Background: an optimization exercise with open tools, aiming at small area, a short achievable clock period and few clock cycles. Do not read the settings as production practice.
Where RTL was checked, it was by simulation tests only, not by an equivalence proof against the original.
Power figures rest on the tool's default switching activity, not on a simulated workload.

## vm16_core
module vm16_core (
    input  wire        clk,
    input  wire        rst,         
    output reg         mem_req,
    output reg         mem_we,
    output reg  [15:0] mem_addr,
    output wire [15:0] mem_wdata,
    input  wire [15:0] mem_rdata,
    input  wire        mem_ready,
    input  wire        in_valid,
    input  wire [7:0]  in_data,
    output wire        in_ready,
    output wire        out_valid,
    output reg  [7:0]  out_data,
    input  wire        out_ready,
    output wire        halted
);
clock: 8.0 ns
lec_check: 0
abc_area: 1
cap_margin: 20
core_margin: 2
core_utilization: 40
cts_cluster_diameter: 110
cts_cluster_size: 22
setup_slack_margin: 4.0
slew_margin: 20
tns_end_percent: 0
standard.sh (not shown) runs the stock make flow with config.mk's settings and CLKGATE_MAP_FILE= SYNTH_SCRIPT=/design/flow/synth_recipe.tcl, a recipe that flattens the netlist after the stock synthesis.
==> flow/flow/run.sh <==
#!/bin/bash
# The standard layout (the standard.sh, unchanged synthesis), with the
# input and output ports buffered by buf_2 cells rather than the placer's
# default pick.  Each tool's output goes to its own log in this folder.
export BUFFER_PORTS_ARGS="-buffer_cell sky130_fd_sc_hd__buf_2"
bash standard.sh > standard.log 2>&1
status=$?
tail -5 standard.log
exit $status
==> next run, changes <==
--- a/flow/design.v
+++ b/flow/design.v
@@ -191,29 +191,17 @@
     wire        nimm   = mem_rdata[5] & ((nop == OP_ADD) | (nop == OP_AND));
     wire        n_ea   = (nop == OP_LDR) | (nop == OP_STR);
     wire        n_jsr  = (nop == OP_JSR);
     wire        n_rel  = (nop == OP_BR) | (nop == OP_LD) | (nop == OP_ST) | (nop == OP_LDI) |
                          (nop == OP_STI) | (nop == OP_LEA) | (n_jsr & mem_rdata[11]);
     wire [2:0]  na_idx = mem_rdata[8:6];
     wire [2:0]  nb_idx = nb_sr ? mem_rdata[11:9] : mem_rdata[2:0];
-    wire [7:0]  na_sel = 8'b1 << na_idx;
-    wire [7:0]  nb_sel = 8'b1 << nb_idx;
-    reg  [15:0] na_reg, nb_reg;
-    integer j;
-    always @(*) begin
-        na_reg = 16'h0000;
-        nb_reg = 16'h0000;
-        for (j = 0; j < 8; j = j + 1) begin
-            na_reg = na_reg | ({16{na_sel[j]}} & regs[j]);
-            nb_reg = nb_reg | ({16{nb_sel[j]}} & regs[j]);
-        end
-    end
-    wire [15:0] na_val = (we && widx == na_idx) ? wdata : na_reg;
+    wire [15:0] na_val = (we && widx == na_idx) ? wdata : regs[na_idx];
     wire [15:0] nb_val = nimm ? {{11{mem_rdata[4]}}, mem_rdata[4:0]} :
-                         (we && widx == nb_idx) ? wdata : nb_reg;
+                         (we && widx == nb_idx) ? wdata : regs[nb_idx];
     wire [6:0]  n_lo   = {1'b0, na_val[5:0]} + {1'b0, mem_rdata[5:0]};
     wire [15:0] n_off  = n_jsr ? {{5{mem_rdata[10]}}, mem_rdata[10:0]}
                                : {{7{mem_rdata[8]}},  mem_rdata[8:0]};
     wire [16:0] n_tgt  = {mem_addr, 1'b1} + {n_off, 1'b1};
     wire stay_run  = (state_n == S_RUN);
     wire n_use_opa = (state_n == S_IND) | (state_n == S_STR_RD) |
                      (state_n == S_STR_LO) | (state_n == S_STR_HI);
What happened: Global-route usage stays flat; wire length came out higher by 2.3%; cell area grows by 2.7%; maximum frequency increases by 2.3%; count of clock-buffer cells in the layout decreases by 5; core utilization hardly moves; worst setup slack gets better by 93 ps; hold slack stays flat; final cell count rose by 3.9%; sequential share of layout area goes down by 0.89 points; via count went up by 2.3%; die area grows by 2.8%; non-clock buffer count goes up by 12; sequential power went up by about 9%.
Testbench counts after the change, summed over its fixed seeds: cycles 151,879.
No functional check of the RTL was part of the first run of this note.


Another version of the RTL of vm16_core (not shown whole).
For scale: roughly 230 flip-flops, about 74 I/O pins, roughly 0.016 mm^2 of cells after synthesis.
## vm16_core
module vm16_core (
    input  wire        clk,
    input  wire        rst,         
    output reg         mem_req,
    output reg         mem_we,
    output reg  [15:0] mem_addr,
    output wire [15:0] mem_wdata,
    input  wire [15:0] mem_rdata,
    input  wire        mem_ready,
    input  wire        in_valid,
    input  wire [7:0]  in_data,
    output wire        in_ready,
    output wire        out_valid,
    output reg  [7:0]  out_data,
    input  wire        out_ready,
    output wire        halted
);
    localparam [15:0] RESET_PC = 16'h3000;
    localparam [2:0] F_POS = 3'b001, F_ZRO = 3'b010, F_NEG = 3'b100;
    localparam [3:0] OP_BR   = 4'h0, OP_ADD = 4'h1, OP_LD  = 4'h2, OP_ST   = 4'h3,
                     OP_JSR  = 4'h4, OP_AND = 4'h5, OP_LDR = 4'h6, OP_STR  = 4'h7,
                     OP_RTI  = 4'h8, OP_NOT = 4'h9, OP_LDI = 4'hA, OP_STI  = 4'hB,
                     OP_JMP  = 4'hC, OP_RES = 4'hD, OP_LEA = 4'hE, OP_TRAP = 4'hF;
    localparam [3:0] S_FETCH   = 4'b0000,  
  ...
==> flow/config.mk <==
export PLATFORM = sky130hd
export DESIGN_NAME = vm16_core
export DESIGN_NICKNAME = vm16_core
export VERILOG_FILES = /design/flow/design.v
export SDC_FILE = /design/flow/constraint.sdc
export NUM_CORES = 4
export LEC_CHECK = 0
export CAP_MARGIN = 20
export CORE_MARGIN = 2
export CORE_UTILIZATION = 40
export SETUP_SLACK_MARGIN = 4.0
export SLEW_MARGIN = 20
export TNS_END_PERCENT = 0
==> flow/constraint.sdc <==
create_clock -name core_clock -period 8.0 [get_ports {clk}]
set_input_delay 1.6000 -clock core_clock [delete_from_list [all_inputs] [get_ports {clk}]]
set_output_delay 1.6000 -clock core_clock [all_outputs]
set_load 0.01 [all_outputs]
run.sh (not shown) runs the stock make flow with config.mk's settings and CLKGATE_MAP_FILE= SYNTH_SCRIPT=/design/flow/synth_recipe.tcl, a recipe that flattens the netlist after the stock synthesis.
Stock flow here: none of the scripts above is used.
Edit:
--- a/flow/design.v
+++ b/flow/design.v
@@ -51,27 +51,29 @@
     reg        d_out;     
     reg        d_getc;    
     reg        sel_ea, sel_tgt, sel_br, sel_opa;
     wire [3:0]  opcode = ir[15:12];
     wire [2:0]  dr     = ir[11:9];
     wire [7:0]  vector = ir[7:0];
     wire op_ldi  = opcode == OP_LDI;
     wire op_sti  = opcode == OP_STI;
     wire [15:0] r0_val = regs[0];
     wire [15:0] sum = opa + opb;
-    reg  [9:0] y_p1;
+    reg  [9:0] base_p1, base_m1;
     integer k;
     always @(*) begin
-        for (k = 0; k < 10; k = k + 1)
-            y_p1[k] = opa[6+k] ^ (&(opa[15:6] | ({10{1'b1}} << k)));
-    end
-    wire [9:0]  ea_hi = ((ea_c != ir[5]) ? y_p1 : opa[15:6]) ^ {10{ir[5]}};
+        for (k = 0; k < 10; k = k + 1) begin
+            base_p1[k] = opa[6+k] ^  (&(opa[15:6] |  ({10{1'b1}} << k)));
+            base_m1[k] = opa[6+k] ^ ~(|(opa[15:6] &  ~({10{1'b1}} << k)));
+        end
+    end
+    wire [9:0]  ea_hi = (ea_c == ir[5]) ? opa[15:6] : ea_c ? base_p1 : base_m1;
     wire [15:0] ea    = {ea_hi, opa[5:0]};
     wire taken = sel_br & ((dr & cond) != 3'b000);
     always @(*) begin
         if (sel_ea)
             mem_addr = ea;
         else if (sel_tgt | taken)
             mem_addr = tgt;
         else if (sel_opa)
             mem_addr = opa;
         else
@@ -187,25 +189,23 @@
     end
     wire [3:0]  nop    = mem_rdata[15:12];
     wire        n_trap = (nop == OP_TRAP) & (mem_rdata[7:3] == 5'b00100);
     wire [2:0]  nvec   = mem_rdata[2:0];
     wire        nb_sr  = (nop == OP_ST) | (nop == OP_STR) | (nop == OP_STI);
     wire        nimm   = mem_rdata[5] & ((nop == OP_ADD) | (nop == OP_AND));
     wire        n_ea   = (nop == OP_LDR) | (nop == OP_STR);
     wire        n_jsr  = (nop == OP_JSR);
     wire [2:0]  na_idx = mem_rdata[8:6];
     wire [2:0]  nb_idx = nb_sr ? mem_rdata[11:9] : mem_rdata[2:0];
-    wire        m_a    = we & (widx == mem_rdata[8:6]);
-    wire        m_b    = we & (nb_sr ? (widx == mem_rdata[11:9]) : (widx == mem_rdata[2:0]));
-    wire [15:0] na_val = m_a ? wdata : regs[na_idx];
+    wire [15:0] na_val = (we && widx == na_idx) ? wdata : regs[na_idx];
     wire [15:0] nb_val = nimm ? {{11{mem_rdata[4]}}, mem_rdata[4:0]} :
-                         m_b ? wdata : regs[nb_idx];
+                         (we && widx == nb_idx) ? wdata : regs[nb_idx];
     wire [6:0]  n_lo   = {1'b0, na_val[5:0]} + {1'b0, mem_rdata[5:0]};
     wire [15:0] n_off  = n_jsr ? {{5{mem_rdata[10]}}, mem_rdata[10:0]}
                                : {{7{mem_rdata[8]}},  mem_rdata[8:0]};
     wire [16:0] n_tgt  = {mem_addr, 1'b1} + {n_off, 1'b1};
     wire stay_run  = (state_n == S_RUN);
     wire n_use_opa = (state_n == S_IND) | (state_n == S_STR_RD) |
                      (state_n == S_STR_LO) | (state_n == S_STR_HI);
     integer i;
     always @(posedge clk) begin
         if (rst) begin
@@ -227,21 +227,21 @@
             sel_ea  <= ir_load ? n_ea : (sel_ea & stay_run);
             sel_tgt <= ir_load ? ((nop == OP_LD) | (nop == OP_ST) | (nop == OP_LDI) |
                                   (nop == OP_STI) | (n_jsr & mem_rdata[11]))
                                : (sel_tgt & stay_run);
             sel_br  <= ir_load & (nop == OP_BR);
             sel_opa <= ir_load ? ((nop == OP_JMP) | (n_jsr & ~mem_rdata[11])) : n_use_opa;
             if (fetch_cyc)
                 pc <= mem_addr + {15'd0, mem_ready};
             if (ir_load) begin
                 ir     <= mem_rdata;
-                opa    <= n_ea ? {na_val[15:6] ^ {10{mem_rdata[5]}}, n_lo[5:0]} : na_val;
+                opa    <= n_ea ? {na_val[15:6], n_lo[5:0]} : na_val;
                 ea_c   <= n_lo[6];
                 opb    <= nb_val;
                 tgt    <= n_tgt[16:1];
                 d_mem  <= n_ea | (nop == OP_LD) | (nop == OP_ST) |
                           (nop == OP_LDI) | (nop == OP_STI);
                 d_st   <= (nop == OP_ST) | (nop == OP_STR);
                 d_long <= n_trap & ((nvec == 3'd2) | (nvec == 3'd3) |
                                     (nvec == 3'd4) | (nvec == 3'd5));
                 d_out  <= n_trap & ((nvec == 3'd1) | (nvec == 3'd3) | (nvec == 3'd5));
                 d_getc <= n_trap & (nvec == 3'd0);
After rerunning:
- flip-flop and latch count does not change
- synthesized area drops by 1.6%
- power grows by 5.4%
- clock-buffer cell count is lower by 5
- combinational power is higher by about 10%
Testbench counts after the change, summed over its fixed seeds: cycles 151,879.
Function not checked in the first run of this note: the RTL went through the layout flow alone.

## afterwards: timing with drivers on the ports
How much do the figures lean on ideal ports? The routed layouts below were timed once more, with nothing changed but the port constraints.
Step 1 sets driving cells, clkbuf_16 on the clock port and buf_2 on the other inputs (assumed; they add their load-dependent delay and slew).
Step 2, shift: input delay + t, output delay - t, t = (earliest + latest rising clock arrival at the registers) / 2. This alone moves slack from input paths to output paths.
Three values: no drivers, after step 1, after step 2; two values: the first two.
run	t (ns)	setup WS [ns]	worst setup path at the end	worst data-port slew with drivers (ns)
the first run of note 1	0.576	3.880 / 3.853 / 3.337	input to register	0.05
the second run of note 1	0.562	3.973 / 3.919 / 3.431	input to register	0.06
the first run of note 2	0.617	3.688 / 3.634 / 3.188	input to register	0.06
the second run of note 2	0.627	3.604 / 3.550 / 3.015	input to register	0.05
After both steps setup and hold are still met in every run listed. For the second run of note 2, which loses most, drivers alone change the setup slack by -0.054 ns; drivers and shift together by -0.589 ns.
